Source: an optimization exercise on an open RTL-to-GDS flow (aim: small area and a short achievable clock period). Production flows keep margins and buffers that such runs may drop.
In this exercise RTL edits were held to simulation tests only and were not proved equivalent to the original.
Power figures rest on the tool's default switching activity, not on a simulated workload.

[flow/design.v]
module wfd (
    input  wire        clk,
    input  wire        rst,
    input  wire        start,
    input  wire        s_end,
    input  wire        s_valid,
    input  wire [15:0] s_data,
    input  wire [15:0] cfg_vhigh,
    input  wire [15:0] cfg_vlow,
    input  wire        cfg_reverse,
    input  wire        cfg_invert,
    input  wire        cfg_verbose,
    output wire        s_ready,
    output wire        done,
    output wire        err,
    output wire [1:0]  err_code,
    output wire [2:0]  phase,
    output wire        b_valid,
    output wire [7:0]  b_data,
    output wire        sym_valid,
    output wire        sym,
    output wire [15:0] pre_start,
    output wire [15:0] pre_size,
    output wire [15:0] pre_end,
    output wire [15:0] short_dur,
    output wire [15:0] long_dur,
    output wire [15:0] byte_count,
    output wire        diag_sat,
    output wire        start_seen,
    output wire [2:0]  bitcnt,
    output wire [15:0] run
);
    localparam [2:0] IDLE = 3'd0, PH1 = 3'd1, PH2 = 3'd2, PH3 = 3'd3,
                     DONE = 3'd4, ERR = 3'd5;
    localparam [1:0] E_NONE = 2'd0, E_CAL = 2'd1, E_INPUT = 2'd2, E_RANGE = 2'd3;
    reg [2:0]  ph_q;
    reg [1:0]  ec_q;
    reg [15:0] vhx_q, vlx_q;           
    reg        rev_q, inv_q;
    reg [15:0] pst_q, psz_q, pend_q;
    reg        cal_q;                  
    reg [12:0] q11_q;
    reg [3:0]  r11_q;
    reg [14:0] q3_q;
    reg [1:0]  r3_q;
    reg [15:0] run_q;
    reg        ss_q;
    reg [7:0]  acc_q;
    reg [2:0]  bc_q;
    reg [15:0] bcnt_q;
    reg        dsat_q;
    reg        bv_q, sv_q, sy_q;
    reg [7:0]  bd_q;
    wire [15:0] sx = {~s_data[15], s_data[14:0]};
    wire        in_ph1 = (ph_q == PH1);
    wire        in_ph2 = (ph_q == PH2);
    wire        in_ph3 = (ph_q == PH3);
    wire [16:0] hsum = {1'b0, sx} + {1'b0, ~vhx_q} + {16'd0, in_ph1};
    wire        hi = hsum[16];
    wire        lo = (sx <= vlx_q);
    wire        pst_max = &pst_q;
    wire        psz_max = &psz_q;
    wire        run_max = &run_q;
    wire        run_nz  = |run_q;
    wire        bcnt_max = &bcnt_q;
    wire [16:0] end_sum = {1'b0, pst_q} + {1'b0, psz_q};
    wire        cal_bad = (q11_q == 13'd0);           
    wire [18:0] run5 = {1'b0, run_q, 2'b00} + {3'b000, run_q} + {17'd0, r3_q};
    wire        is_short = run5 < {3'b000, psz_q};
    wire        symbol = ~(is_short ^ rev_q);
    wire [7:0]  acc_n = {acc_q[6:0], symbol};
    wire [7:0]  acc_r = {acc_n[0], acc_n[1], acc_n[2], acc_n[3],
                         acc_n[4], acc_n[5], acc_n[6], acc_n[7]};
    reg [2:0]  ph_n;
    reg [1:0]  ec_n;
    reg [15:0] pst_n, psz_n, pend_n, run_n, bcnt_n;
    reg        cal_n;
    reg [12:0] q11_n;
    reg [3:0]  r11_n;
    reg [14:0] q3_n;
    reg [1:0]  r3_n;
    reg        ss_n, dsat_n, bv_n, sv_n, sy_n;
    reg [7:0]  acc_n_q, bd_n;
    reg [2:0]  bc_n;
    reg        do2;
    always @(*) begin
        ph_n   = ph_q;   ec_n  = ec_q;
        pst_n  = pst_q;  psz_n = psz_q; pend_n = pend_q; cal_n = cal_q;
        q11_n  = q11_q;  r11_n = r11_q; q3_n = q3_q; r3_n = r3_q;
        run_n  = run_q;  bcnt_n = bcnt_q;
        ss_n   = ss_q;   dsat_n = dsat_q;
        acc_n_q = acc_q; bd_n = bd_q; bc_n = bc_q; sy_n = sy_q;
        bv_n   = 1'b0;   sv_n = 1'b0;
        do2    = 1'b0;
        if (s_valid) begin
            if (in_ph1) begin
                if (hi) begin
                    if (pst_max) dsat_n = 1'b1;
                    else pst_n = pst_q + 16'd1;
                end else begin
                    ph_n = PH2;
                    do2  = 1'b1;
                end
            end
            if (in_ph2) do2 = 1'b1;
            if (do2) begin
                if (lo) begin
                    if (psz_max) begin
                        ph_n = ERR;
                        ec_n = E_RANGE;
                    end else begin
                        psz_n = psz_q + 16'd1;
                        if (r11_q == 4'd10) begin
                            r11_n = 4'd0;
                            q11_n = q11_q + 13'd1;
                        end else begin
                            r11_n = r11_q + 4'd1;
                        end
                        if (r3_q == 2'd2) begin
                            r3_n = 2'd0;
                            q3_n = q3_q + 15'd1;
                        end else begin
                            r3_n = r3_q + 2'd1;
                        end
                    end
                end else begin
                    cal_n  = 1'b1;
                    pend_n = end_sum[16] ? 16'hffff : end_sum[15:0];
                    if (end_sum[16]) dsat_n = 1'b1;
                    if (cal_bad) begin
                        ph_n = ERR;
                        ec_n = E_CAL;
                    end else begin
                        ph_n = PH3;
                    end
                end
            end
            if (in_ph3) begin
                if (hi) begin
                    if (!run_max) run_n = run_q + 16'd1;
                end else if (run_nz) begin
                    sy_n = symbol;
                    sv_n = 1'b1;
                    run_n = 16'd0;
                    if (!ss_q) begin
                        ss_n = 1'b1;
                    end else begin
                        acc_n_q = acc_n;
                        if (bc_q == 3'd7) begin
                            bd_n = inv_q ? acc_r : acc_n;
                            bv_n = 1'b1;
                            bc_n = 3'd0;
                            if (bcnt_max) dsat_n = 1'b1;
                            else bcnt_n = bcnt_q + 16'd1;
                        end else begin
                            bc_n = bc_q + 3'd1;
                        end
                    end
                end
            end
        end
        if (s_end) begin
            case (ph_n)
                PH1: begin
                    ph_n = ERR;
                    ec_n = (pst_n == 16'd0) ? E_INPUT : E_CAL;
                end
                PH2: begin
                    ph_n = ERR;
                    ec_n = E_CAL;
                end
                PH3: ph_n = DONE;
                default: ;
            endcase
        end
    end
    always @(posedge clk) begin
        if (rst || start) begin
            ph_q   <= rst ? IDLE : PH1;
            ec_q   <= E_NONE;
            pst_q  <= 16'd0; psz_q <= 16'd0; pend_q <= 16'd0; cal_q <= 1'b0;
            q11_q  <= 13'd0; r11_q <= 4'd0; q3_q <= 15'd0; r3_q <= 2'd0;
            run_q  <= 16'd0; bcnt_q <= 16'd0;
            ss_q   <= 1'b0; dsat_q <= 1'b0;
            acc_q  <= 8'd0; bd_q <= 8'd0; bc_q <= 3'd0; sy_q <= 1'b0;
            bv_q   <= 1'b0; sv_q <= 1'b0;
        end else begin
            ph_q   <= ph_n;   ec_q  <= ec_n;
            pst_q  <= pst_n;  psz_q <= psz_n; pend_q <= pend_n; cal_q <= cal_n;
            q11_q  <= q11_n;  r11_q <= r11_n; q3_q <= q3_n; r3_q <= r3_n;
            run_q  <= run_n;  bcnt_q <= bcnt_n;
            ss_q   <= ss_n;   dsat_q <= dsat_n;
            acc_q  <= acc_n_q; bd_q <= bd_n; bc_q <= bc_n; sy_q <= sy_n;
            bv_q   <= bv_n;   sv_q <= sv_n;
        end
        if (rst) begin
            vhx_q <= 16'h8000; vlx_q <= 16'h8000;
            rev_q <= 1'b0; inv_q <= 1'b0;
        end else if (start) begin
            vhx_q <= {~cfg_vhigh[15], cfg_vhigh[14:0]};
            vlx_q <= {~cfg_vlow[15], cfg_vlow[14:0]};
            rev_q <= cfg_reverse; inv_q <= cfg_invert;
        end
    end
    assign s_ready    = in_ph1 | in_ph2 | in_ph3;
    assign done       = (ph_q == DONE);
    assign err        = (ph_q == ERR);
    assign err_code   = ec_q;
    assign phase      = ph_q;
    assign b_valid    = bv_q;
    assign b_data     = bd_q;
    assign sym_valid  = sv_q;
    assign sym        = sy_q;
    assign pre_start  = pst_q;
    assign pre_size   = psz_q;
    assign pre_end    = pend_q;
    assign short_dur  = {3'd0, q11_q & {13{cal_q}}};
    assign long_dur   = {1'd0, q3_q & {15{cal_q}}};
    assign byte_count = bcnt_q;
    assign diag_sat   = dsat_q;
    assign start_seen = ss_q;
    assign bitcnt     = bc_q;
    assign run        = run_q;
endmodule
[flow/flow/run.sh]
#!/bin/bash
# Standard layout (the standard.sh) with these changes to how it is made:
# - plain buf_2 cells on the input and output ports, instead of the default
#   delay buffers;
# - no mapping of adders to full/half-adder cells before ABC (ADDER_MAP_FILE
#   empty), so ABC maps all of the logic;
# - timing repair that aims for more setup slack than the clock period needs
#   (flow/margin.txt, ns), so that the layout reaches a shorter period.
set -o pipefail
MARGIN=$(cat flow/margin.txt 2>/dev/null || echo 8)
EXTRA=$(cat flow/extra.txt 2>/dev/null || true)
echo 'export BUFFER_PORTS_ARGS = -buffer_cell sky130_fd_sc_hd__buf_2' >> config.mk
bash standard.sh ADDER_MAP_FILE= SETUP_SLACK_MARGIN=$MARGIN $EXTRA finish > standard.log 2>&1
[flow/flow/margin.txt]
7.5
[flow/standard.sh]
#!/bin/bash
# synth_recipe.tcl (not shown) runs the flow's synth.tcl, then flattens the netlist and writes it again
# the make line also repeats each setting of config.mk as NAME=value (left out here)
make -C /OpenROAD-flow-scripts/flow DESIGN_CONFIG=/design/flow/config.mk WORK_HOME=/design/flow/orfs CLKGATE_MAP_FILE= SYNTH_SCRIPT=/design/flow/synth_recipe.tcl "${@:-finish}"
[flow/config.mk]
export PLATFORM = sky130hd
export DESIGN_NAME = wfd
export DESIGN_NICKNAME = wfd
export VERILOG_FILES = /design/flow/design.v
export SDC_FILE = /design/flow/constraint.sdc
export NUM_CORES = 4
export LEC_CHECK = 0
export ABC_AREA = 1
export CAP_MARGIN = 20
export CORE_MARGIN = 2
export CORE_UTILIZATION = 40
export SLEW_MARGIN = 20
export BUFFER_PORTS_ARGS = -buffer_cell sky130_fd_sc_hd__buf_2
[flow/constraint.sdc]
create_clock -name core_clock -period 12.0 [get_ports {clk}]
set_input_delay 2.4000 -clock core_clock [delete_from_list [all_inputs] [get_ports {clk}]]
set_output_delay 2.4000 -clock core_clock [all_outputs]
set_load 0.01 [all_outputs]
==> results.txt, run 1 <==
- Run status: complete, no violations
- Area of the multi-input gates: 6132 um2
- Nets: between 2,000 and 2,500
- Crit Path Category: in -> reg
- Initial Util: 40.51%
- Top-area cell type share of the netlist area: about a third
- Fill cells: around 3,000
- WL/cell: 12.91 um
- Post-synthesis register bit count: 177
- Fin crit period: 4315 ps
- Max cap viols: 0
- Clock power frac: 44.8%
- Pin count of the biggest net entering global routing: 63
- WHS: approximately 450 ps
- Die area: 28,470 um2
- Clk sinks: 177
- Clock Tree Buf Depth: 2
- Row cnt: 60
- RSZ-0062 raised after global routing: true
- CTS buffer count: 17
- Synth cell types: 52
- Dpl cell area: 12,050 um2
- CP arrival: 4690 ps
- Worst Hold Class: reg -> reg
- Die H: 168.7 um
- Vias in the first global route: roughly 11,000
- H-tree depth: 4
- DRC violations left: 0
- Core ar.: 26,800 um2
- DR vias: 11,400
- Area leader, netlist: dfxtp_1
- Gate power share: 7.8%
- Final Instance Area: roughly 13,000 um2
- Syn. warnings: 1
- Flop pwr share: 47.4%
- CTS clk-pin slew, worst paths: 80 ps
- Most used flip-flop cell after synthesis: dfxtp_1
- Total power: 0.001276 W
- Layout cells sized above 1: 13.88%
- CP Data Required Time: 12,380 ps
- Setup Skew: 19.60 ps
- Mapped cell area: 10,860 um2
- Syn Inst Count: 1,813
- FMAX: ~230 MHz
- Register area share after synthesis: 32.64%
- Slew @ Worst Pin: 887.0 ps
- Synth top area cells: dfxtp_1, nand2_1, inv_1
- Syn-to-layout area delta: 17.49%
- Pwr per Cell Area: 100.0 nW/um2
- Initial antenna violation count: 4
- Final hold vios: 0
- TritonRoute pass-1 iters: 6
- Post-CTS Hold Fix Bufs: 0
- Final cycle utilization of the critical path: 35.96%
- Leakage: around 6.0 nW
- Sw Share: roughly 28%
- Final HPWL DP: 23,390 um
- Final setup violation count: 0
- Setup TNS after final layout: 0 ps
- Setup WS pre-CTS: around 6600 ps
- CP Capture Type: flip-flop
- Syn avg cell area: 5.988 um2
- Vias per cell: just under 5
- I/O pin count: between 150 and 200
- Post-synth EDFFs: 0
- Routability cong.: around 0.9
- Register area: 3543 um2
- Total gr overflow: 0
- CTS tree: yes
- CP max FO: 18
- DIE WIDTH: 168.7 um
- Critical Path Start Type: primary input
- Root Buffer: clkbuf_16
- Worst skew pair latency: 440 ps
- Antenna Nets Post-Route: 0
- DR iter-0 viols: 664
- Gr usage total: a little over a fifth
- Port bufs: 186
- Sw Pwr: 0.0003576 W
- First-pass GRT wire length: 50,260 um
- Peak supply drop: 0.07491 mV
- Slew Limit Fails: 0
- Setup ws final: 7685 ps
- Worst slew margin: 40.78%
- Final WL: 30,200 um
- Internal: 0.0009182 W
- Post-synth ARST share: 0%
[kinds of logic (layout without fill, tap and decap cells)]
family	Yosys count	in the layout	synth area share [%]
AO/OA/AOI/OAI	293	293	14.28
flip-flops	177	177	32.64
XOR/XNOR	36	36	2.904
buffers and inverters	327	507	11.76
other	1	7	0.03454
AND/OR/NAND/NOR	979	979	38.39
[worst max-delay path, cell delays in order]
cell        delay [ps]
buf_2              110
inv_1              100
nor2_1              50
nor3_1             270
nand3_1            150
nor2_1             170
nand2_2            150
nand3_2            130
nand2_4             90
nand2_1            220
clkinvlp_4         340
nand2_1            170
inv_2              140
a21oi_1            180
[cells in the final DEF, fill, tap and decap left out, drive strengths merged]
master / Yosys / layout
nor3: 57 / 57
or4: 1 / 1
nor2: 260 / 260
diode: 0 / 3
a21oi: 137 / 137
and3: 3 / 3
nand3: 117 / 117
inv: 280 / 288
nand3b: 5 / 5
nor3b: 10 / 10
o21a: 5 / 5
or2: 6 / 6
nor2b: 1 / 1
xnor2: 8 / 8
o21ai: 124 / 124
buf: 14 / 191
clkinv: 4 / 6
and2: 3 / 3
clkinvlp: 0 / 4
conb: 1 / 4
nand2: 480 / 480
nand4: 22 / 22
o22ai: 6 / 6
o2111ai: 1 / 1
a21boi: 3 / 3
o21bai: 3 / 3
a31oi: 9 / 9
nor4: 14 / 14
dfxtp: 177 / 177
a211oi: 2 / 2
clkbuf: 28 / 18
o211ai: 2 / 2
a21o: 1 / 1
xor2: 28 / 28
[cell usage after synthesis (2+ instances only)]
| cell type | instances |
|---|---|
| and2_1 | 3 |
| inv_1 | 267 |
| nand3_1 | 115 |
| buf_1 | 2 |
| nor3b_1 | 9 |
| nand2_1 | 474 |
| nand2_2 | 5 |
| clkbuf_1 | 27 |
| o21a_1 | 5 |
| o21ai_1 | 6 |
| buf_4 | 5 |
| nor4_1 | 14 |
| xor2_1 | 28 |
| inv_2 | 13 |
| a21boi_0 | 2 |
| nand3_2 | 2 |
| clkinv_1 | 4 |
| o21bai_1 | 3 |
| a31oi_1 | 9 |
| xnor2_1 | 8 |
| o22ai_1 | 6 |
| or2_1 | 4 |
| and3_1 | 3 |
| nor2_4 | 2 |
| a21oi_2 | 3 |
| nor3_1 | 54 |
| nand4_1 | 22 |
| nand3b_1 | 5 |
| o21ai_0 | 118 |
| nor2_1 | 247 |
| nor2_2 | 11 |
| nor3_2 | 3 |
| buf_2 | 6 |
| a21oi_1 | 134 |
| dfxtp_1 | 177 |
[layer usage]
metal	track usage [%]	routed length, um	part of all wire (%)
met2	37.38	14150	47
met5	0	0	0
met1	26.22	13880	46
met4	6.109	565	1.9
met3	5.307	1602	5.3
[repair_timing]
item                       CTS  global route
setup endpoints to repair   41            50
buffers inserted             0             2
resized for setup            6            14
gates cloned                 0             0
pin swaps                    0             1
[path summary, 6_finish.rpt]
| path | startpoint | endpoint | slack (ps) | depth (start not counted) |
|---|---|---|---|---|
| worst min register to register | bd_q[7]$_SDFFE_PP0P_ | bd_q[7]$_SDFFE_PP0P_ | 450 | 2 |
| worst max-delay path | s_data[10] | pend_q[12]$_SDFFE_PP0P_ | 7690 | 14 |
| worst min-delay path | bd_q[7]$_SDFFE_PP0P_ | bd_q[7]$_SDFFE_PP0P_ | 450 | 2 |
| worst max register to register | ph_q[2]$_SDFF_PP0_ | q3_q[5]$_SDFFE_PP0P_ | 9290 | 19 |
[per-stage QoR]
stage | util [%] | instances
finish | 47.60 | 2340
global route | 47.58 | 2338
CTS | 47.27 | 2335
detailed placement | 44.94 | 2303
global placement | 44.94 | 2303
floorplan | - | 1816
[cell type report]
type	count	area share, %
clock inverter	14	1.246
sequential	177	27.78
antenna	3	0.05885
clock buffer	18	3.443
timing repair buffer	191	7.592
inverter	284	8.465
tap	341	3.345
multi-input combinational	1312	48.07
[power by group through the flow]
stage / clock network [W] / logic [W] / registers (W)
after global routing: 0.000613 / 0.000115 / 0.000607
after CTS: 0.000587 / 0.0000973 / 0.000605
final: 0.000571 / 0.0000999 / 0.000605
after global placement: 0 / 0.0000946 / 0.000618
after floorplan: 0 / 0.0000675 / 0.000617
after detailed placement: 0 / 0.0000956 / 0.000619
[flip-flops by register name, summed over array words and instances (netlist names), 2 cells and up]
name	count
q11_q	13
acc_q	7
ph_q	3
psz_q	16
q3_q	15
vlx_q	16
r11_q	4
ec_q	2
bc_q	3
r3_q	2
bd_q	8
pst_q	16
run_q	16
vhx_q	16
pend_q	16
bcnt_q	16
==> run 2: changes to the inputs <==
--- a/flow/config.mk
+++ b/flow/config.mk
@@ -10,3 +10,3 @@
 export CORE_MARGIN = 2
-export CORE_UTILIZATION = 40
+export CORE_UTILIZATION = 55
 export SLEW_MARGIN = 20
==> run 2 against run 1 <==
  * Sequential power is essentially flat
  * Synthesized cell count did not move
  * Critical path depth increased by 5
  * Critical endpoint is now q3_q[6]$_SDFFE_PP0P_
  * Highest routed layer is now met5
  * Fmax increased by 0.52%
  * Critical path type unchanged
  * Total power up 0.85%
  * Still clean on timing, DRC and antenna
  * Cell count decreased by 3.3%
  * Die area shrank 27%
  * Sequential cell count did not move
  * Largest power group unchanged
  * Via count grew 2.1%
==> results.txt, run 2 <==
- Layout cells sized above 1: 13.73% (-0.15 points)
- CTS buffer count: 17 (unchanged)
- Run status: complete, no violations
- Fin crit period: 4293 ps (-22.19 ps)
- Routability cong.: 0.8989 (+2.7%)
- Final cycle utilization of the critical path: 35.77% (-0.18 points)
- Synth top area cells: dfxtp_1, nand2_1, inv_1
- Final hold vios: 0 (unchanged)
- I/O pin count: 192 (unchanged)
- Clk sinks: 177 (unchanged)
- Most common cell after layout, fill and taps aside: nand2_1
- Syn avg cell area: 5.988 um2 (unchanged)
- Post-synth top cells: nand2_1, inv_1, nor2_1
- Mapped cell area: 10,860 um2 (unchanged)
- Slew @ Worst Pin: 966.8 ps (+79.82 ps)
- Total gr overflow: 0 (unchanged)
- Vias in the first global route: 10,310 (-2.7%)
- Compound-Gate Fraction of Synth Area: 14.28% (unchanged)
- Post-CTS Hold Fix Bufs: 0 (unchanged)
- Register area share after synthesis: 32.64% (unchanged)
- DR iter-0 viols: 616 (-7.2%)
- Crit Path Category: in -> reg
- Worst slew margin: 35.46% (-5.3 points)
- Post-synth ARST share: 0% (unchanged)
- Slew Limit Fails: 0 (unchanged)
- Post-Synth XOR/XNOR Area: 2.904% (unchanged)
- Initial antenna violation count: 1 (-3)
- Core ar.: 19,400 um2 (-28%)
- Final setup violation count: 0 (unchanged)
- FMAX: 233.0 MHz (+0.52%)
- Max cap viols: 0 (unchanged)
- Critical Path Start Type: primary input
- Syn Inst Count: 1,813 (unchanged)
- Row cnt: 51 (-15%)
- Final HPWL DP: 22,230 um (-5.0%)
- Pin count of the biggest net entering global routing: 63 (unchanged)
- Worst Hold Class: reg -> reg
- CTS clk-pin slew, worst paths: 70 ps (about the same)
- Synth cell types: 52 (unchanged)
- Worst skew pair latency: 440 ps (about the same)
- Vias per cell: 5.145 (+5.6%)
- DRC violations left: 0 (unchanged)
- CP Capture Type: flip-flop
- WHS: 453.2 ps (+0.3270 ps)
- Post-synthesis register bit count: 177 (unchanged)
- Top-area cell type share of the netlist area: 32.64% (unchanged)
- Largest family of logic cells by synthesized area: simple AND/OR/NAND/NOR gates
- Count leader, synth: nand2_1
- RSZ-0062 raised after global routing: false
- Most frequent cells in the layout: nand2_1, inv_1, nor2_1
- Syn. warnings: 1 (unchanged)
- Setup TNS after final layout: 0 ps (unchanged)
- CTS tree: yes
- Port bufs: 186 (unchanged)
- Die area: 20,880 um2 (-27%)
- CP arrival: 4630 ps (-60 ps)
- Fill cells: 1,973 (-33%)
- CP max FO: 14 (-4)
- Die H: 144.5 um (-14%)
- Syn-to-layout area delta: 16.73%
- Area share of and/or/nand/nor cells after synthesis: 38.39% (unchanged)
- Clock Tree Buf Depth: 2 (unchanged)
- Multiplexer area fraction after synthesis: 0% (unchanged)
- First-pass GRT wire length: 46,900 um (-6.7%)
- Initial Util: 55.97% (+15 points)
- Final WL: 29,150 um (-3.5%)
- Root Buffer: clkbuf_16
- Most used flip-flop cell after synthesis: dfxtp_1
- Post-synth EDFFs: 0 (unchanged)
- Nets: 2,039 (unchanged)
- H-tree depth: 4 (unchanged)
- Pwr per Cell Area: 101.5 nW/um2 (+1.5%)
- Antenna Nets Post-Route: 0 (unchanged)
- Peak supply drop: 0.1080 mV (+44%)
- Area leader, netlist: dfxtp_1
- CP Data Required Time: 12,330 ps (-50 ps)
- DIE WIDTH: 144.5 um (-14%)
- Post-Synth Adder-Cell Area: 0% (unchanged)
- Setup Skew: 12.45 ps (-7.158 ps)
- WL/cell: 12.89 um (-0.13%)
- Gr usage total: 27.87% (+6.4 points)
- TritonRoute pass-1 iters: 4 (-2)
- DR vias: 11,640 (+2.1%)
- Leakage: 6.052 nW (+0.39%)
## run 2: cell types whose count changed in the layout (fill, tap and decap cells not counted), moves of 2 or more
cell and delta:
nor2_2 -4, bufinv_16 +3, clkinv_2 +3, inv_8 -3
nor2_4 +3, clkbuf_1 +2, clkinv_4 +2, clkinv_8 -2
diode_2 -2, inv_12 -2, inv_6 -2, nand2_1 -2
## run 2: metrics by stage
step                worst slack, ps  total power [W]  util (%)  instance area, um2  cells
finish                         7707         0.001287     65.33               12670   2262
global placement               6709        0.0007114     61.60               11950   2227
floorplan                      7840        0.0006847         -               10870   1816
detailed placement             6652        0.0007137     61.60               11950   2227
CTS                            7518         0.001289     64.85               12580   2259
global route                   7492         0.001334     65.32               12670   2261
## run 2: worst max-delay path, cell delays in order
cell and delay (ps):
buf_2 80, inv_1 60, or2_1 220, nand3_1 120, nor2_1 50, nor2_1 90, nand2_1 100, nand2_2 160
nand3_2 140, nand2_4 140, nand3_4 140, inv_8 140, nand2_4 140, nor2_4 150, nand2_1 70, inv_2 80
nand3_1 110, o21ai_0 170, nor2_1 50
## run 2: path summary, 6_finish.rpt
kind / cells past startpoint / to / slack (ps) / start
worst max register to register: 16 / run_q[14]$_SDFFE_PP0P_ / 9280 / ph_q[0]$_DFF_P_
worst min register to register: 2 / bd_q[7]$_SDFFE_PP0P_ / 450 / bd_q[7]$_SDFFE_PP0P_
worst max-delay path: 19 / q3_q[6]$_SDFFE_PP0P_ / 7710 / s_data[6]
worst min-delay path: 2 / bd_q[7]$_SDFFE_PP0P_ / 450 / bd_q[7]$_SDFFE_PP0P_
## run 2: kinds of logic (layout without fill, tap and decap cells)
group	after synthesis	after routing
compound gates	293	293
xor+xnor	36	36
buf+inv	327	507
flops	177	177
other cells	1	5
simple gates	979	979
## run 2: report_power, final
group          internal [W]  leakage [nW]  switching (W)  total [W]
combinational     0.0000334          4.32      0.0000668   0.000100
clock              0.000335         0.292       0.000246   0.000581
sequential         0.000598          1.44     0.00000749   0.000605
total              0.000966          6.05       0.000320    0.00129
## run 2: layout make-up
type	count	area [um2]	share of cell area [%]
antenna	1	2.502	0.01975
clock buffer	20	446.7	3.525
clock inverter	12	157.7	1.244
inverter	284	1080	8.520
multi-input combinational	1312	6143	48.47
sequential	177	3543	27.96
tap	265	331.6	2.616
timing repair buffer	191	968.4	7.641
## run 2: routing by layer
metal  GRT usage [%]  wire (um)
met1           34.87      13490
met2           48.27      13520
met3           5.497       1474
met4           8.891        657
met5               0         11
## run 2: repair_timing
item / 4_1_cts / 5_1_grt
gates cloned: 0 / 0
setup endpoints to repair: 38 / 48
pin swaps: 0 / 1
buffers inserted: 0 / 2
gates resized for setup: 6 / 17
==> run 3: changes to the inputs <==
--- a/flow/config.mk
+++ b/flow/config.mk
@@ -11,2 +11,3 @@
 export CORE_UTILIZATION = 55
+export CTS_BUF_LIST = sky130_fd_sc_hd__clkbuf_4 sky130_fd_sc_hd__clkbuf_8
 export SLEW_MARGIN = 20
==> run 3 against run 2 <==
  * Via count about the same
  * Clock-buffer cell count unchanged
  * Cell count about the same
  * Non-clock buffer count unchanged
  * First-iteration DRC count decreased by 1.9%
  * Largest cell class unchanged
==> results.txt, run 3 <==
- Slew @ Worst Pin: 953.0 ps (-13.86 ps)
- Most frequent cells in the layout: nand2_1, inv_1, nor2_1
- TritonRoute pass-1 iters: 5 (+1)
- Setup TNS after final layout: 0 ps (unchanged)
- Count leader, synth: nand2_1
- Met3 WL post-DR: 1543 um (+4.7%)
- Most used flip-flop cell after synthesis: dfxtp_1
- Initial antenna violation count: 1 (unchanged)
- Max cap viols: 0 (unchanged)
- Post-synth EDFFs: 0 (unchanged)
- Internal: 0.0008476 W (-12%)
- Run status: complete, no violations
- Clock Tree Buf Depth: 2 (unchanged)
- RSZ-0062 raised after global routing: true
- Clk sinks: 177 (unchanged)
- DIE WIDTH: 144.5 um (unchanged)
- Post-synth ARST share: 0% (unchanged)
- Fill cells: 2,016 (+2.2%)
- Total gr overflow: 0 (unchanged)
- Top-area cell type share of the netlist area: 32.64% (unchanged)
- Total power: 0.001150 W (-11%)
- Core ar.: 19,400 um2 (unchanged)
- Critical path cell sequence: buf_2 -> inv_1 -> nor2_1 -> nor2_1 -> nand3_1 -> nor3_2 -> nor2b_1 -> nand2_1 -> nand2_1 -> nand3_4 -> inv_8 -> nand2_4 -> nor2_2 -> nand2_1 -> inv_2 -> nand3_1 -> o21ai_0 -> nor2_1
- Die H: 144.5 um (unchanged)
- Sw Pwr: 0.0003023 W (-5.7%)
- Leakage: 5.951 nW (-1.7%)
- CP Data Required Time: 12,380 ps (+50 ps)
- CP Capture Type: flip-flop
- Final Instance Area: 12,440 um2 (-1.8%)
- Pin count of the biggest net entering global routing: 63 (unchanged)
- Slew Limit Fails: 0 (unchanged)
- Worst slew margin: 36.38% (+0.93 points)
- Flop pwr share: 52.6% (+5.6 points)
- Crit path buffers/inverters: 4 (unchanged)
- I/O pin count: 192 (unchanged)
- Vias per cell: 5.144 (about the same)
- Root Buffer: clkbuf_8
- Mapped cell area: 10,860 um2 (unchanged)
- Syn-to-layout area delta: 14.58%
- First-pass GRT wire length: 46,630 um (-0.57%)
- Worst Hold Class: reg -> reg
- Setup Skew: 20.27 ps (+7.820 ps)
- Row cnt: 51 (unchanged)
- CTS tree: yes
- Register area share after synthesis: 32.64% (unchanged)
- Peak supply drop: 0.07272 mV (-33%)
- DRC violations left: 0 (unchanged)
- Worst skew pair latency: 480 ps (+40 ps)
- R2R setup slack: 9240 ps (-40 ps)
- Port bufs: 186 (unchanged)
- Syn. warnings: 1 (unchanged)
- Critical Path Start Type: primary input
- Most common cell after layout, fill and taps aside: nand2_1
- Core Util, Final: 64.13% (-1.2 points)
- Area leader, netlist: dfxtp_1
- H-tree depth: 4 (unchanged)
- Antenna Nets Post-Route: 0 (unchanged)
- Post-synth top cells: nand2_1, inv_1, nor2_1
- Setup ws final: 7733 ps (+25.26 ps)
- Final hold vios: 0 (unchanged)
- Gate power share: 8.6% (+0.8 points)
- Delay-heaviest family, CP: simple AND/OR/NAND/NOR gates
- Crit Path Category: in -> reg
- Synth top area cells: dfxtp_1, nand2_1, inv_1
- Final HPWL DP: 22,230 um (unchanged)
- Crit-path slowest cell: nor3_2
- Vias in the first global route: 10,240 (-0.66%)
- Syn Inst Count: 1,813 (unchanged)
- CP peak stage delay: 180 ps (-40 ps)
- Pwr per Cell Area: 92.44 nW/um2 (-8.9%)
- Die area: 20,880 um2 (unchanged)
- CP max FO: 14 (unchanged)
- Met2 wire len: 13,570 um (+0.38%)
- Synth cell types: 52 (unchanged)
- WL/cell: 12.87 um (-0.11%)
- Setup WS pre-CTS: 6652 ps (unchanged)
- Gr usage total: 27.76% (-0.11 points)
- Post-synthesis register bit count: 177 (unchanged)
- Final setup violation count: 0 (unchanged)
- Syn avg cell area: 5.988 um2 (unchanged)
- # diodes: 0 (-1)
- Layout cells sized above 1: 13.68% (-0.050 points)
- FMAX: 234.3 MHz (+0.59%)
- Fin crit period: 4267 ps (-25.26 ps)
- Max layer used: met5
- Final WL: 29,110 um (-0.15%)
- CTS buffer count: 17 (unchanged)
- DR iter-0 viols: 604 (-1.9%)
- Nets: 2,039 (unchanged)
- Routability cong.: 0.8989 (unchanged)
- Met1 WL: 13,340 um (-1.1%)
- Final cycle utilization of the critical path: 35.56% (-0.21 points)
- Sw Share: 26.29% (+1.4 points)
- Dpl cell area: 11,950 um2 (unchanged)
- Clock power frac: 38.8% (-6.4 points)
- Post-CTS Hold Fix Bufs: 0 (unchanged)
- DR vias: 11,630 (-0.060%)
- Initial Util: 55.97% (unchanged)
- CP arrival: 4640 ps (about the same)
- CTS clk-pin slew, worst paths: 100 ps (+30 ps)
## run 3: cell counts after synthesis
Identical to the previous run, type by type.
## run 3: kinds of logic after synthesis
group           count (synthesis)  share of synthesized area [%]
other cells                     1                        0.03454
flops                         177                          32.64
compound gates                293                          14.28
xor+xnor                       36                          2.904
buf+inv                       327                          11.76
simple gates                  979                          38.39
## run 3: power groups by stage
stage          clock network [W]  registers (W)  logic [W]
3_3_place_gp                   0       0.000618  0.0000931
6_report                0.000446       0.000605  0.0000985
3_5_place_dp                   0       0.000619  0.0000952
5_1_grt                 0.000477       0.000607   0.000111
2_1_floorplan                  0       0.000617  0.0000675
4_1_cts                 0.000454       0.000605  0.0000963
## run 3: repair_timing
item	CTS	global route
resized for setup	4	10
setup endpoints to repair	31	47
setup buffers	0	2
pin swaps	0	1
## run 3: final cells by class
type / count / area [um2] / area share, %
clock buffers: 20 / 262.8 / 2.112
clock inverters: 12 / 157.7 / 1.267
inverters: 284 / 1080 / 8.680
multi-input cells: 1312 / 6096 / 49.00
flip-flops and latches: 177 / 3543 / 28.49
well taps: 265 / 331.6 / 2.665
repair buffers: 191 / 968.4 / 7.785
## run 3: metrics by stage
stage / cells / hold slack, ps
finish: 2261 / 456.6
global route: 2261 / 493.5
CTS: 2259 / 462.7
detailed placement: 2227 / 447.2
global placement: 2227 / 441.3
floorplan: 1816 / 435.2
## run 3: worst paths after layout
| path | startpoint | to | depth (start not counted) |
|---|---|---|---|
| hold / removal | bd_q[7]$_SDFFE_PP0P_ | bd_q[7]$_SDFFE_PP0P_ | 2 |
| hold reg to reg | bd_q[7]$_SDFFE_PP0P_ | bd_q[7]$_SDFFE_PP0P_ | 2 |
| setup / recovery | s_data[6] | q3_q[6]$_SDFFE_PP0P_ | 18 |
| setup reg to reg | ph_q[2]$_SDFF_PP0_ | run_q[14]$_SDFFE_PP0P_ | 17 |
## run 3: per-layer routing
layer / GRT usage [%] / vias up
met1: 34.77 / 5185
met2: 48.14 / 287
met4: 9.249 / 2
met3: 5.066 / 44
li1: - / 6113
met5: 0 / -
## run 3: worst register-to-register path, stage by stage, from the launching register on
cell	delay, ps
dfxtp_1	340
inv_1	180
nand3_1	190
nor2_1	150
nor2_1	50
o21bai_1	140
nand2_1	70
nand2_1	100
nand2_2	100
nand2_4	230
nand3_1	200
nand2_1	160
inv_2	80
nor2_4	140
nand4_1	140
or2_1	250
nand3_1	70
a21oi_1	50
==> run 4: changes to the inputs <==
==> flow/flow/margin.txt (replaced) <==
7.9
==> run 4 against run 3 <==
  * Critical endpoint is now bcnt_q[11]$_SDFFE_PP0P_
  * Clock skew barely moved
  * Fmax grew 5.4%
  * Global-route usage is 0.14 points higher
  * First-iteration DRC count rose by 10%
  * Setup slack improved by 220 ps
  * Via count increased by 1.7%
  * Highest routed layer is now met4
  * Total power is 0.58% lower
  * Synthesized cell count unchanged
==> results.txt, run 4 <==
- Initial antenna violation count: 3 (+2)
- WL/cell: 13.14 um (+2.1%)
- Top-area cell type share of the netlist area: 32.64% (unchanged)
- Row cnt: 51 (unchanged)
- DR iter-0 viols: 667 (+10%)
- CP Capture Type: flip-flop
- Syn avg cell area: 5.988 um2 (unchanged)
- Most common cell after layout, fill and taps aside: nand2_1
- Root Buffer: clkbuf_8
- Delay-heaviest family, CP: simple AND/OR/NAND/NOR gates
- CP max FO: 5 (-9)
- Pwr per Cell Area: 87.88 nW/um2 (-4.9%)
- Vias in the first global route: 10,230 (-0.088%)
- Slew @ Worst Pin: 863.8 ps (-89.16 ps)
- Syn Inst Count: 1,813 (unchanged)
- Syn-to-layout area delta: 19.82%
- Setup Skew: 20.55 ps (+0.2871 ps)
- Crit Path Category: in -> reg
- Final setup violation count: 0 (unchanged)
- TritonRoute pass-1 iters: 6 (+1)
- Core Util, Final: 67.06% (+2.9 points)
- Area leader, netlist: dfxtp_1
- DRC violations left: 0 (unchanged)
- Pin count of the biggest net entering global routing: 63 (unchanged)
- CTS clk-pin slew, worst paths: 100 ps (about the same)
- Final hold vios: 0 (unchanged)
- Leakage: 6.092 nW (+2.4%)
- Most used flip-flop cell after synthesis: dfxtp_1
- Synth top area cells: dfxtp_1, nand2_1, inv_1
- Critical Path Start Type: primary input
- First-pass GRT wire length: 47,000 um (+0.80%)
- Worst slew margin: 42.35% (+6.0 points)
- Final WL: 30,060 um (+3.3%)
- Routability cong.: 0.9375 (+4.3%)
- Post-CTS Hold Fix Bufs: 0 (unchanged)
- Total gr overflow: 0 (unchanged)
- Antenna Nets Post-Route: 0 (unchanged)
- Gr usage total: 27.90% (+0.14 points)
- DR vias: 11,820 (+1.7%)
- Most frequent cells in the layout: nand2_1, inv_1, nor2_1
- Worst Hold Class: reg -> reg
- Syn. warnings: 1 (unchanged)
- DIE WIDTH: 144.5 um (unchanged)
- WHS: 459.8 ps (+3.246 ps)
- Final HPWL DP: 22,160 um (-0.30%)
- Core ar.: 19,400 um2 (unchanged)
- Count leader, synth: nand2_1
- Fin crit period: 4049 ps (-218.0 ps)
- Register area share after synthesis: 32.64% (unchanged)
- FMAX: 246.9 MHz (+5.4%)
- Port bufs: 186 (unchanged)
- Layout cells sized above 1: 17.87% (+4.2 points)
- Clk sinks: 177 (unchanged)
- H-tree depth: 4 (unchanged)
- Run status: complete, no violations
- RSZ-0062 raised after global routing: true
- CP peak stage delay: 590 ps (+410 ps)
- Die H: 144.5 um (unchanged)
- Post-synth EDFFs: 0 (unchanged)
- CP arrival: 4480 ps (-160 ps)
- Worst skew pair latency: 490 ps (about the same)
- CP Data Required Time: 12,430 ps (+50 ps)
- R2R setup slack: 9240 ps (about the same)
- Nets: 2,063 (+1.2%)
- Post-synth top cells: nand2_1, inv_1, nor2_1
- Setup TNS after final layout: 0 ps (unchanged)
- Clock Tree Buf Depth: 2 (unchanged)
- Peak supply drop: 0.07179 mV (-1.3%)
- CTS tree: yes
- Critical path cell sequence: buf_2 -> inv_1 -> nor2_1 -> nand2_1 -> nor3b_4 -> nand2_2 -> nor2_4 -> nand2_2 -> nor2_4 -> buf_4 -> a21oi_1 -> nor2_1
- Vias per cell: 5.167 (+0.45%)
- Die area: 20,880 um2 (unchanged)
- Slew Limit Fails: 0 (unchanged)
- Synth cell types: 52 (unchanged)
- Initial Util: 55.97% (unchanged)
- Max cap viols: 0 (unchanged)
- Final cycle utilization of the critical path: 33.75% (-1.8 points)
- CTS buffer count: 17 (unchanged)
- Post-synthesis register bit count: 177 (unchanged)
- Mapped cell area: 10,860 um2 (unchanged)
- Post-synth ARST share: 0% (unchanged)
- Crit-path slowest cell: nor2_1
- Crit path buffers/inverters: 3 (-1)
- I/O pin count: 192 (unchanged)
==> run 4: cell count changes in the layout (fill, tap and decap cells not counted), sizes merged, moves of 2 or more <==
cell and delta:
clkinvlp +3, clkbuf -2, inv +3, bufinv -2, nand2 +2, buf +21, diode +3
==> run 4: power by group <==
part           switching, W  total [W]  internal, W
combinational     0.0000771   0.000119    0.0000415
sequential       0.00000810   0.000606     0.000598
clock              0.000246   0.000419     0.000173
==> run 4: worst register-to-register path: stages, from the launching register on <==
cell,delay (ps)
dfxtp_1,360
inv_1,240
nand3_1,270
nor2_1,150
nor2_1,50
o21bai_1,140
nand2_1,80
nand2_2,90
nand2_4,90
buf_8,160
nand2_8,100
nand4_1,130
nor2_2,170
nor2_1,60
nor2_1,100
nand3_1,120
nor2_4,140
nand2_1,60
nor2_1,100
nor2_1,50
==> run 4: per-layer routing <==
| layer | global-route usage [%] | part of all wire (%) | vias to the layer above |
|---|---|---|---|
| met3 | 5.762 | 5.3 | 34 |
| met5 | 0 | 0 | - |
| met1 | 34.36 | 44 | 5353 |
| met4 | 7.154 | 1.4 | 0 |
| li1 | - | - | 6164 |
| met2 | 49.59 | 49 | 272 |
==> run 4: path summary, 6_finish.rpt <==
path                                            from                       to  cells past startpoint
worst max-delay path                         s_valid  bcnt_q[11]$_SDFFE_PP0P_                     12
worst min register to register  bd_q[0]$_SDFFE_PP0P_     bd_q[0]$_SDFFE_PP0P_                      2
worst max register to register    ph_q[2]$_SDFF_PP0_       ec_q[0]$_SDFF_PP0_                     19
worst min-delay path            bd_q[0]$_SDFFE_PP0P_     bd_q[0]$_SDFFE_PP0P_                      2
==> run 4: through the flow <==
| step | instance area, um2 | cells | setup WS [ps] | power [W] |
|---|---|---|---|---|
| final | 13010 | 2288 | 7951 | 0.001143 |
| after global routing | 13000 | 2286 | 7813 | 0.001189 |
| after global placement | 11990 | 2227 | 6866 | 0.0007124 |
| after floorplan | 10900 | 1816 | 7897 | 0.0006856 |
| after detailed placement | 11990 | 2227 | 6760 | 0.0007146 |
| after CTS | 12570 | 2267 | 7867 | 0.001137 |
==> run 4: kinds of logic after synthesis <==
family	synth area share, %
compound gates	14.28
xor+xnor	2.904
buf+inv	11.76
flops	32.64
other cells	0.03454
simple gates	38.39
==> run 4: layout make-up <==
cell class | count | area (um2)
tap | 265 | 331.6
clock buffer | 18 | 241.5
timing repair buffer | 212 | 1181
antenna | 3 | 7.507
multi-input combinational | 1314 | 6437
inverter | 284 | 1109
fill | 1892 | 6390
timing repair inverter | 1 | 8.758
sequential | 177 | 3545
clock inverter | 14 | 147.6
==> run 4: what timing repair did <==
| item | 4_1_cts | 5_1_grt |
|---|---|---|
| setup buffers | 7 | 16 |
| resized for setup | 29 | 81 |
| gates cloned | 1 | 2 |
| pin swaps | 11 | 45 |
| setup endpoints to repair | 108 | 63 |
==> run 5: changes to the inputs <==
==> flow/flow/margin.txt (replaced) <==
7.7
==> run 5 against run 4 <==
  * Synthesized cell count is the same
  * Still clean on timing, DRC and antenna
  * Global-route usage down 0.087 points
  * Cell count decreased by 1.0%
  * Worst hold slack worse by 2.4 ps
  * Synthesized area is the same
  * Sequential cell count unchanged
==> results.txt, run 5 <==
- Run status: complete, no violations
- Setup TNS after final layout: 0 ps (unchanged)
- Syn-to-layout area delta: 15.93%
- Post-synthesis register bit count: 177 (unchanged)
- Gate power share: 8.8% (-1.6 points)
- Register area share after synthesis: 32.64% (unchanged)
- Syn Inst Count: 1,813 (unchanged)
- Leakage: 5.982 nW (-1.8%)
- Setup Skew: 20.52 ps (-0.03340 ps)
- Final Instance Area: 12,590 um2 (-3.3%)
- Gr usage total: 27.81% (-0.087 points)
- Setup WS pre-CTS: 6652 ps (-108.3 ps)
- Final HPWL DP: 22,230 um (+0.30%)
- RSZ-0062 raised after global routing: true
- Layout cells sized above 1: 14.61% (-3.3 points)
- Routability cong.: 0.8989 (-4.1%)
- Flop pwr share: 52.4% (-0.6 points)
- Post-synth EDFFs: 0 (unchanged)
- Synth top area cells: dfxtp_1, nand2_1, inv_1
- Reg2reg start: ph_q[0]$_DFF_P_
- Vias in the first global route: 10,290 (+0.57%)
- CTS clk-pin slew, worst paths: 90 ps (about the same)
- Area leader, netlist: dfxtp_1
- Setup ws final: 7855 ps (-95.36 ps)
- Worst skew pair latency: 480 ps (about the same)
- Internal: 0.0008490 W (+4.5%)
- Crit-path slowest cell: or2_1
- FMAX: 241.3 MHz (-2.3%)
- Total gr overflow: 0 (unchanged)
- Post-synth ARST share: 0% (unchanged)
- I/O pin count: 192 (unchanged)
- CP arrival: 4510 ps (+30 ps)
- Crit Path Category: in -> reg
- Pwr per Cell Area: 91.71 nW/um2 (+4.4%)
- CP Capture Type: flip-flop
- WL/cell: 12.90 um (-1.8%)
- HP Start: bd_q[7]$_SDFFE_PP0P_
- Slew Limit Fails: 0 (unchanged)
- Slew @ Worst Pin: 825.3 ps (-38.49 ps)
- Final WL: 29,210 um (-2.8%)
- Row cnt: 51 (unchanged)
- Fin cells: 2,264 (-1.0%)
- Syn. warnings: 1 (unchanged)
- Synth cell types: 52 (unchanged)
- Clock Tree Buf Depth: 2 (unchanged)
- CTS tree: yes
- DR iter-0 viols: 570 (-15%)
- Mapped cell area: 10,860 um2 (unchanged)
- Critical Path Start Type: primary input
- Root Buffer: clkbuf_8
- Fin crit period: 4145 ps (+95.36 ps)
- Worst Hold Class: reg -> reg
- Final cycle utilization of the critical path: 34.54% (+0.79 points)
- Most used cell, CP: nor2_1
- Worst slew margin: 44.92% (+2.6 points)
- Max cap viols: 0 (unchanged)
- CP Data Required Time: 12,360 ps (-70 ps)
- Die H: 144.5 um (unchanged)
- Sw Share: 26.45% (-2.5 points)
- Nets: 2,041 (-1.1%)
- Post-synth top cells: nand2_1, inv_1, nor2_1
- CP max FO: 14 (+9)
- Initial antenna violation count: 1 (-2)
- Core ar.: 19,400 um2 (unchanged)
- Port bufs: 186 (unchanged)
- Final hold vios: 0 (unchanged)
- CP peak stage delay: 220 ps (-370 ps)
- DRC violations left: 0 (unchanged)
- DR vias: 11,660 (-1.3%)
- DIE WIDTH: 144.5 um (unchanged)
- TritonRoute pass-1 iters: 5 (-1)
- Vias per cell: 5.152 (-0.30%)
- Final setup violation count: 0 (unchanged)
- Most used flip-flop cell after synthesis: dfxtp_1
- Pin count of the biggest net entering global routing: 63 (unchanged)
- Clk sinks: 177 (unchanged)
- First-pass GRT wire length: 46,740 um (-0.56%)
- Count leader, synth: nand2_1
- Critical path cell sequence: buf_2 -> inv_1 -> or2_1 -> nand3_1 -> nor2_1 -> nor2_1 -> nand2_1 -> nand2_4 -> nand3_2 -> nand2_4 -> nand3_4 -> clkinv_8 -> nand2_8 -> nor2_4 -> nand2_1 -> inv_2 -> nand3_1 -> o21ai_0 -> nor2_1
- Sw Pwr: 0.0003053 W (-7.8%)
- Antenna Nets Post-Route: 0 (unchanged)
- H-tree depth: 4 (unchanged)
- CTS buffer count: 17 (unchanged)
- Top-area cell type share of the netlist area: 32.64% (unchanged)
- Most common cell after layout, fill and taps aside: nand2_1
- Dpl cell area: 11,950 um2 (-0.29%)
- Clock power frac: 38.8% (+2.2 points)
- Critical path startpoint: s_data[6]
- Total power: 0.001154 W (+0.97%)
- Peak supply drop: 0.07597 mV (+5.8%)
- Die area: 20,880 um2 (unchanged)
- Syn avg cell area: 5.988 um2 (unchanged)
- Placed Cells: 2,227 (unchanged)
- Initial Util: 55.97% (unchanged)
- Most frequent cells in the layout: nand2_1, inv_1, nor2_1
[run 5: cell counts after synthesis]
No cell type changed its count.
[run 5: power groups by stage]
| stage | combinational (W) | clock, W | sequential [W] |
|---|---|---|---|
| global route | 0.000115 | 0.000477 | 0.000607 |
| global placement | 0.0000931 | 0 | 0.000618 |
| detailed placement | 0.0000952 | 0 | 0.000619 |
| finish | 0.000102 | 0.000447 | 0.000605 |
| floorplan | 0.0000675 | 0 | 0.000617 |
| CTS | 0.0000977 | 0.000454 | 0.000605 |
[run 5: cell type report]
type                    count  area (um2)
flip-flops and latches    177        3545
multi-input cells        1312        6213
clock buffers              20       262.8
repair buffers            193       983.4
diodes                      1       2.502
fillers                  1999        6813
clock inverters            12       157.7
inverters                 284        1090
well taps                 265       331.6
[run 5: final timing paths]
kind / end / slack [ps] / depth (start not counted)
max reg2reg: run_q[14]$_SDFFE_PP0P_ / 9340 / 16
min reg2reg: bd_q[7]$_SDFFE_PP0P_ / 460 / 2
min: bd_q[7]$_SDFFE_PP0P_ / 460 / 2
max: q3_q[5]$_SDFFE_PP0P_ / 7860 / 19
[run 5: cells by family (layout without fill, tap and decap cells)]
logic type                after synthesis  in the layout  synth area share, %
other                                   1              5              0.03454
DFF                                   177            177                32.64
AOI/OAI and AO/OA                     293            293                14.28
buffers and inverters                 327            509                11.76
xor gates and xnor gates               36             36                2.904
and+or+nand+nor                       979            979                38.39
[run 5: critical path, delay by kind of cell]
| family | cells | cell delay [ps] |
|---|---|---|
| and+or+nand+nor | 14 | 1580 |
| buffers and inverters | 4 | 330 |
| AOI/OAI and AO/OA | 1 | 160 |
[run 5: metal layers]
layer / track usage (%) / vias to the layer above / routed length (um) / share of wire, %
met5: 0 / - / 11 / 0.038
met4: 9.862 / 2 / 584 / 2.0
met3: 5.132 / 42 / 1615 / 5.5
met2: 47.99 / 284 / 13680 / 47
met1: 34.75 / 5224 / 13320 / 46
li1: - / 6112 / - / -
[run 5: what timing repair did]
item                       CTS  global route
gates cloned                 0             0
setup endpoints to repair   71            87
pin swaps                    1             3
setup buffers                1             3
gates resized for setup     10            34
hold buffers                 0             0
[run 5: through the flow]
step	hold slack (ps)	util [%]
detailed placement	447.2	61.60
finish	457.4	64.88
global route	493.5	64.87
global placement	441.3	61.60
floorplan	435.2	-
CTS	462.7	64.01
==> run 6: changes to the inputs <==
--- a/flow/config.mk
+++ b/flow/config.mk
@@ -12,2 +12,3 @@
 export CTS_BUF_LIST = sky130_fd_sc_hd__clkbuf_4 sky130_fd_sc_hd__clkbuf_8
+export PLACE_DENSITY = 0.85
 export SLEW_MARGIN = 20
==> run 6 against run 5 <==
  * Still clean on timing, DRC and antenna
  * Wire length up 0.28%
  * Clock skew is 7.1 ps lower
  * Total power is 1.1% higher
  * Fmax decreased by 0.95%
  * Critical endpoint is now ec_q[0]$_SDFF_PP0_
==> results.txt, run 6 <==
- Worst slew margin: 47.90% (+3.0 points)
- DIE WIDTH: 144.5 um (unchanged)
- Post-synth top cells: nand2_1, inv_1, nor2_1
- Slew @ Worst Pin: 780.6 ps (-44.73 ps)
- Layout cells sized above 1: 14.80% (+0.19 points)
- Most frequent cells in the layout: nand2_1, inv_1, nor2_1
- DR vias: 11,820 (+1.4%)
- CTS tree: yes
- Row cnt: 51 (unchanged)
- Fin cells: 2,266 (+0.088%)
- Fill cells: 1,824 (-8.8%)
- Setup Skew: 13.39 ps (-7.130 ps)
- Final HPWL DP: 22,020 um (-0.94%)
- Post-synthesis register bit count: 177 (unchanged)
- CP Data Required Time: 12,360 ps (about the same)
- Run status: complete, no violations
- Initial Util: 55.97% (unchanged)
- CTS clk-pin slew, worst paths: 90 ps (about the same)
- Leakage: 6.001 nW (+0.33%)
- Initial antenna violation count: 1 (unchanged)
- Pin count of the biggest net entering global routing: 63 (unchanged)
- Final hold vios: 0 (unchanged)
- Delay-heaviest family, CP: simple AND/OR/NAND/NOR gates
- Area leader, netlist: dfxtp_1
- CP max FO: 10 (-4)
- Synth top area cells: dfxtp_1, nand2_1, inv_1
- First-pass GRT wire length: 47,380 um (+1.4%)
- Total gr overflow: 0 (unchanged)
- Clock power frac: 39.0% (+0.2 points)
- Die area: 20,880 um2 (unchanged)
- Count leader, synth: nand2_1
- Vias per cell: 5.217 (+1.3%)
- Syn avg cell area: 5.988 um2 (unchanged)
- Clock Tree Buf Depth: 2 (unchanged)
- Max cap viols: 0 (unchanged)
- Routability cong.: 0.9275 (+3.2%)
- Top-area cell type share of the netlist area: 32.64% (unchanged)
- Antenna Nets Post-Route: 0 (unchanged)
- CP Capture Type: flip-flop
- Final WL: 29,290 um (+0.28%)
- I/O pin count: 192 (unchanged)
- TritonRoute pass-1 iters: 7 (+2)
- DRC violations left: 0 (unchanged)
- Post-synth EDFFs: 0 (unchanged)
- Final cycle utilization of the critical path: 34.87% (+0.33 points)
- Die H: 144.5 um (unchanged)
- Final setup violation count: 0 (unchanged)
- WL/cell: 12.92 um (+0.19%)
- Critical Path Start Type: primary input
- Register area share after synthesis: 32.64% (unchanged)
- Root Buffer: clkbuf_8
- DR iter-0 viols: 778 (+36%)
- Most used cell, CP: nand2_1
- Flop pwr share: 51.9% (-0.5 points)
- Nets: 2,044 (+0.15%)
- Syn. warnings: 1 (unchanged)
- Pwr per Cell Area: 92.45 nW/um2 (+0.80%)
- Crit-path slowest cell: nand3b_1
- Placed Cells: 2,227 (unchanged)
- Post-CTS Hold Fix Bufs: 0 (unchanged)
- Port bufs: 186 (unchanged)
- Worst skew pair latency: 470 ps (about the same)
- Slew Limit Fails: 0 (unchanged)
- FMAX: 239.0 MHz (-0.95%)
- Clk sinks: 177 (unchanged)
- Post-synth ARST share: 0% (unchanged)
- WHS: 451.3 ps (-6.036 ps)
- Most common cell after layout, fill and taps aside: nand2_1
- CP peak stage delay: 230 ps (about the same)
- H-tree depth: 4 (unchanged)
- Setup TNS after final layout: 0 ps (unchanged)
- Sw Share: 26.30% (-0.15 points)
- Crit path buffers/inverters: 3 (-1)
- Internal: 0.0008597 W (+1.3%)
- Fin crit period: 4185 ps (+39.84 ps)
- CP arrival: 4550 ps (+40 ps)
- Gate power share: 9.0% (+0.2 points)
- Vias in the first global route: 10,640 (+3.4%)
- Sw Pwr: 0.0003067 W (+0.47%)
- Peak supply drop: 0.06875 mV (-9.5%)
- Critical path cell sequence: buf_2 -> inv_1 -> or2_1 -> nand4_1 -> nand3b_1 -> nor2_2 -> nand2_4 -> buf_4 -> nand2_2 -> nand3_1 -> nand2_1 -> nand2_1 -> nor2_1 -> nand2_1 -> nor2_2 -> nand2_1 -> nor2_1 -> nor2_1
- Synth cell types: 52 (unchanged)
- Gr usage total: 27.77% (-0.043 points)
- Most used flip-flop cell after synthesis: dfxtp_1
- CTS buffer count: 17 (unchanged)
- Mapped cell area: 10,860 um2 (unchanged)
- Syn-to-layout area delta: 16.22%
- Worst Hold Class: reg -> reg
- Crit Path Category: in -> reg
- Core ar.: 19,400 um2 (unchanged)
- Syn Inst Count: 1,813 (unchanged)
- RSZ-0062 raised after global routing: false
[run 6: cell types whose count changed in the layout (fill, tap and decap cells not counted), sizes merged]
| cell | before | now |
|---|---|---|
| clkbuf | 20 | 21 |
| inv | 280 | 281 |
| nand2 | 480 | 481 |
| clkinv | 10 | 6 |
| buf | 193 | 195 |
| clkinvlp | 3 | 4 |
[run 6: final timing paths]
check / from / end / slack (ps) / cells after the start
setup reg to reg: run_q[0]$_SDFFE_PP0P_ / bd_q[7]$_SDFFE_PP0P_ / 9350 / 19
hold reg to reg: bd_q[0]$_SDFFE_PP0P_ / bd_q[0]$_SDFFE_PP0P_ / 450 / 2
hold / removal: bd_q[0]$_SDFFE_PP0P_ / bd_q[0]$_SDFFE_PP0P_ / 450 / 2
setup / recovery: s_data[12] / ec_q[0]$_SDFF_PP0_ / 7820 / 18
[run 6: power by group through the flow]
stage / logic, W / clock network, W / registers (W)
global route: 0.000118 / 0.000487 / 0.000607
global placement: 0.0000916 / 0 / 0.000618
detailed placement: 0.0000939 / 0 / 0.000619
finish: 0.000106 / 0.000455 / 0.000605
floorplan: 0.0000675 / 0 / 0.000617
CTS: 0.0000961 / 0.000459 / 0.000605
[run 6: final cells by class]
cell class	instances	area (um2)	share of cell area (%)
inverter	284	1087	8.618
timing repair buffer	195	998.5	7.914
multi-input combinational	1313	6220	49.30
clock buffer	21	282.8	2.241
clock inverter	10	150.1	1.190
antenna	1	2.502	0.01983
tap	265	331.6	2.628
sequential	177	3545	28.09
[run 6: metrics by stage]
step            power, W  area [um2]  worst slack [ps]  util (%)
3_5_place_dp   0.0007127       11950              6669     61.60
4_1_cts         0.001161       12420              7584     64.00
6_report        0.001166       12620              7815     65.04
5_1_grt         0.001212       12620              7698     65.04
2_1_floorplan  0.0006847       10870              7840         -
3_3_place_gp   0.0007098       11950              6807     61.60
[run 6: cell families after synthesis]
kind of cell,after synthesis,synth area share (%)
AOI/OAI and AO/OA,293,14.28
buffers and inverters,327,11.76
xor gates and xnor gates,36,2.904
DFF,177,32.64
other,1,0.03454
and+or+nand+nor,979,38.39
[run 6: repair_timing]
item                                    CTS  global route
setup buffers                             1             5
resized for setup                         7            40
pin swaps                                 1             5
endpoints found under the setup margin   51            85
gates cloned                              0             1
[run 6: worst min-delay path, stage by stage, from the launching register on]
cell and delay (ps):
dfxtp_1 310, nand2_1 60, nand2_1 40
[run 6: per-layer routing]
layer	vias to the layer above	part of all wire, %	routed length [um]	GRT usage, %
li1	6118	-	-	-
met1	5295	42	12430	33.08
met2	353	48	13940	48.69
met3	56	7.0	2044	6.093
met4	0	3.0	874	10.73
met5	-	0	0	0
==> run 7: changes to the inputs <==
--- a/flow/config.mk
+++ b/flow/config.mk
@@ -12,3 +12,3 @@
 export CTS_BUF_LIST = sky130_fd_sc_hd__clkbuf_4 sky130_fd_sc_hd__clkbuf_8
-export PLACE_DENSITY = 0.85
+export PLACE_DENSITY = 0.75
 export SLEW_MARGIN = 20
==> run 7 against run 6 <==
  * Die area unchanged
  * Sequential cell count unchanged
  * Clock skew up 15 ps
  * Critical path type unchanged
==> results.txt, run 7 <==
- Syn avg cell area: 5.988 um2 (unchanged)
- Layout cells sized above 1: 14.64% (-0.16 points)
- Synth cell types: 52 (unchanged)
- Fin crit period: 4114 ps (-70.39 ps)
- CTS buffer count: 17 (unchanged)
- Delay-heaviest family, CP: simple AND/OR/NAND/NOR gates
- Hold Crit Depth: 2 (unchanged)
- Clk sinks: 177 (unchanged)
- Root Buffer: clkbuf_8
- CP arrival: 4490 ps (-60 ps)
- DIE WIDTH: 144.5 um (unchanged)
- FMAX: 243.1 MHz (+1.7%)
- Sw Pwr: 0.0003226 W (+5.2%)
- Routability cong.: 0.8988 (-3.1%)
- Vias in the first global route: 10,320 (-3.0%)
- R2R setup slack: 9330 ps (-20 ps)
- Setup ws final: 7886 ps (+70.39 ps)
- CTS tree: yes
- Synth top area cells: dfxtp_1, nand2_1, inv_1
- Post-CTS Hold Fix Bufs: 0 (unchanged)
- Area leader, netlist: dfxtp_1
- Most common cell after layout, fill and taps aside: nand2_1
- DRC violations left: 0 (unchanged)
- Worst slew margin: 45.86% (-2.0 points)
- Worst Hold Class: reg -> reg
- Core ar.: 19,400 um2 (unchanged)
- R2R cell count: 16 (-3)
- Gate power share: 9.1% (about the same)
- Row cnt: 51 (unchanged)
- DR iter-0 viols: 620 (-20%)
- Register area share after synthesis: 32.64% (unchanged)
- Final setup violation count: 0 (unchanged)
- Most used flip-flop cell after synthesis: dfxtp_1
- Setup WS pre-CTS: 6681 ps (+12.23 ps)
- Internal: 0.0008310 W (-3.3%)
- Final Instance Area: 12,590 um2 (-0.25%)
- Die area: 20,880 um2 (unchanged)
- Crit Path Category: in -> reg
- Top-area cell type share of the netlist area: 32.64% (unchanged)
- Sw Share: 27.97% (+1.7 points)
- Worst skew pair latency: 480 ps (about the same)
- Final hold vios: 0 (unchanged)
- CP Data Required Time: 12,380 ps (+20 ps)
- TritonRoute pass-1 iters: 5 (-2)
- Mapped cell area: 10,860 um2 (unchanged)
- First-pass GRT wire length: 46,710 um (-1.4%)
- Flop pwr share: 52.4% (+0.5 points)
- Clock Tree Buf Depth: 2 (unchanged)
- Levels on crit path: 19 (+1)
- Leakage: 5.983 nW (-0.31%)
- Gr usage total: 27.62% (-0.14 points)
- Final HPWL DP: 21,920 um (-0.43%)
- Most used cell, CP: nor2_1
- Post-synth top cells: nand2_1, inv_1, nor2_1
- Pwr per Cell Area: 91.66 nW/um2 (-0.85%)
- Crit-path slowest cell: or2_1
- Crit path buffers/inverters: 4 (+1)
- Setup Skew: 28.58 ps (+15.19 ps)
- Slew Limit Fails: 0 (unchanged)
- Initial Util: 55.97% (unchanged)
- Nets: 2,044 (unchanged)
- CP max FO: 14 (+4)
- Count leader, synth: nand2_1
- Total gr overflow: 0 (unchanged)
- Run status: complete, no violations
- Initial antenna violation count: 2 (+1)
- CP Capture Type: flip-flop
- Most frequent cells in the layout: nand2_1, inv_1, nor2_1
- Pin count of the biggest net entering global routing: 62 (-1.6%)
- Peak supply drop: 0.08629 mV (+26%)
- Syn. warnings: 1 (unchanged)
- Max cap viols: 0 (unchanged)
- Antenna Nets Post-Route: 0 (unchanged)
- Final WL: 29,140 um (-0.49%)
- Post-synth ARST share: 0% (unchanged)
- Clock power frac: 38.5% (-0.5 points)
- Syn-to-layout area delta: 15.93%
- Dpl cell area: 11,950 um2 (unchanged)
- RSZ-0062 raised after global routing: true
- Post-synth EDFFs: 0 (unchanged)
- Final cycle utilization of the critical path: 34.29% (-0.59 points)
- Critical Path Start Type: primary input
- H-tree depth: 4 (unchanged)
- Vias per cell: 5.163 (-1.0%)
- Syn Inst Count: 1,813 (unchanged)
- Slew @ Worst Pin: 811.2 ps (+30.58 ps)
- CP peak stage delay: 230 ps (about the same)
- Setup TNS after final layout: 0 ps (unchanged)
- Die H: 144.5 um (unchanged)
- WL/cell: 12.86 um (-0.54%)
- Port bufs: 186 (unchanged)
- CTS clk-pin slew, worst paths: 100 ps (about the same)
- Post-synthesis register bit count: 177 (unchanged)
- Critical path cell sequence: buf_2 -> inv_1 -> or2_1 -> nand3_1 -> nor2_1 -> nor2_1 -> nand2_1 -> nand2_4 -> nand3_4 -> nand2_4 -> nand3_4 -> inv_8 -> nand2_8 -> nor2_4 -> nand2_1 -> inv_2 -> nand3_1 -> o21ai_0 -> nor2_1
- I/O pin count: 192 (unchanged)
- DR vias: 11,710 (-0.99%)
## run 7: cell count changes in the layout (fill, tap and decap cells not counted), moves of 2 or more
cell and delta:
clkbuf_8 -2, inv_6 +3, inv_8 +3, nand3_1 +2
nand3_2 -3, nor2_2 +2, nor3_1 +2, nor3_2 -2
o21ai_0 +3, o21ai_1 -2
## run 7: power by group through the flow
stage / combinational, W / sequential (W) / clock [W]
after global placement: 0.0000929 / 0.000618 / 0
after CTS: 0.0000969 / 0.000605 / 0.000450
after global routing: 0.000118 / 0.000606 / 0.000474
after floorplan: 0.0000675 / 0.000617 / 0
after detailed placement: 0.0000949 / 0.000618 / 0
final: 0.000105 / 0.000605 / 0.000444
## run 7: cells by family after synthesis
family / synth area share, %
other: 0.03454
XOR/XNOR: 2.904
flip-flops: 32.64
AND/OR/NAND/NOR: 38.39
AO/OA/AOI/OAI: 14.28
buffers and inverters: 11.76
## run 7: routing by layer
metal  wire length (um)  GRT usage, %  share of wire [%]  vias up
met5                 13             0              0.045        -
met2              13740         47.72                 47      298
met4                547         8.585                1.9        2
met3               1553         5.497                5.3       42
li1                   -             -                  -     6121
met1              13290         34.71                 46     5242
## run 7: layout make-up
cell class / count / area [um2]
Timing Repair Buffer: 195 / 998.5
Fill cell: 1930 / 6813
Multi-Input combinational cell: 1313 / 6210
Clock buffer: 18 / 247.7
Sequential cell: 177 / 3545
Antenna cell: 1 / 2.502
Tap cell: 265 / 331.6
Clock inverter: 14 / 168.9
Inverter: 284 / 1082
## run 7: timing repair
action,4_1_cts,5_1_grt
pin swaps,1,5
gates cloned,0,1
gates resized for setup,8,31
setup endpoints to repair,50,89
buffers inserted,2,4
## run 7: final timing paths
check / startpoint / endpoint
setup reg to reg: ph_q[2]$_SDFF_PP0_ / ec_q[0]$_SDFF_PP0_
hold / removal: bd_q[0]$_SDFFE_PP0P_ / bd_q[0]$_SDFFE_PP0P_
hold reg to reg: bd_q[0]$_SDFFE_PP0P_ / bd_q[0]$_SDFFE_PP0P_
setup / recovery: s_data[6] / q3_q[6]$_SDFFE_PP0P_
## run 7: metrics by stage
| step | cells | utilization (%) | power, W | hold WS, ps |
|---|---|---|---|---|
| floorplan | 1816 | - | 0.0006847 | 435.2 |
| global placement | 2227 | 61.60 | 0.0007110 | 435.3 |
| detailed placement | 2227 | 61.60 | 0.0007133 | 436.5 |
| CTS | 2261 | 63.97 | 0.001152 | 461.0 |
| global route | 2267 | 64.88 | 0.001199 | 487.3 |
| finish | 2267 | 64.88 | 0.001154 | 456.9 |
## run 7: worst min-delay path, delay by kind of cell, from the launching register on
kind | cells | cell delay, ps
simple gates | 2 | 110
flops | 1 | 320

==> afterwards: timing with drivers on the ports <==
No port has a modelled driver above. Below, the same layouts with a new extraction and two added sets of constraints. Step 1 assumes that a clkbuf_16 drives the clock port and a buf_2 every other input. Step 2 times the ports against the registers' clock, not the clock port: input delays grow and output delays shrink by t, the midpoint of the rising clock arrivals with the driver on. Three values: ideal, step 1, step 2; two values: the first two.
run | t, ns | slack for setup (ns) | latest minus earliest clock arrival (ns) | worst data-port slew with drivers (ns) | cell pins on the clock port's net
run 1 | 0.483 | 7.685 / 7.716 / 7.232 | 0.019 / 0.019 | 0.06 | 1
run 2 | 0.477 | 7.707 / 7.731 / 7.254 | 0.013 / 0.013 | 0.06 | 1
run 3 | 0.509 | 7.733 / 7.740 / 7.231 | 0.021 / 0.020 | 0.05 | 1
run 4 | 0.522 | 7.951 / 7.915 / 7.393 | 0.021 / 0.020 | 0.07 | 1
run 5 | 0.508 | 7.855 / 7.875 / 7.367 | 0.020 / 0.020 | 0.06 | 1
run 6 | 0.504 | 7.815 / 7.833 / 7.329 | 0.015 / 0.015 | 0.06 | 1
run 7 | 0.512 | 7.886 / 7.908 / 7.396 | 0.029 / 0.029 | 0.08 | 1
After both steps setup and hold are still met in every run listed. The setup slack of run 4, which loses most, moves by -0.036 ns with the drivers and by -0.558 ns with both steps.
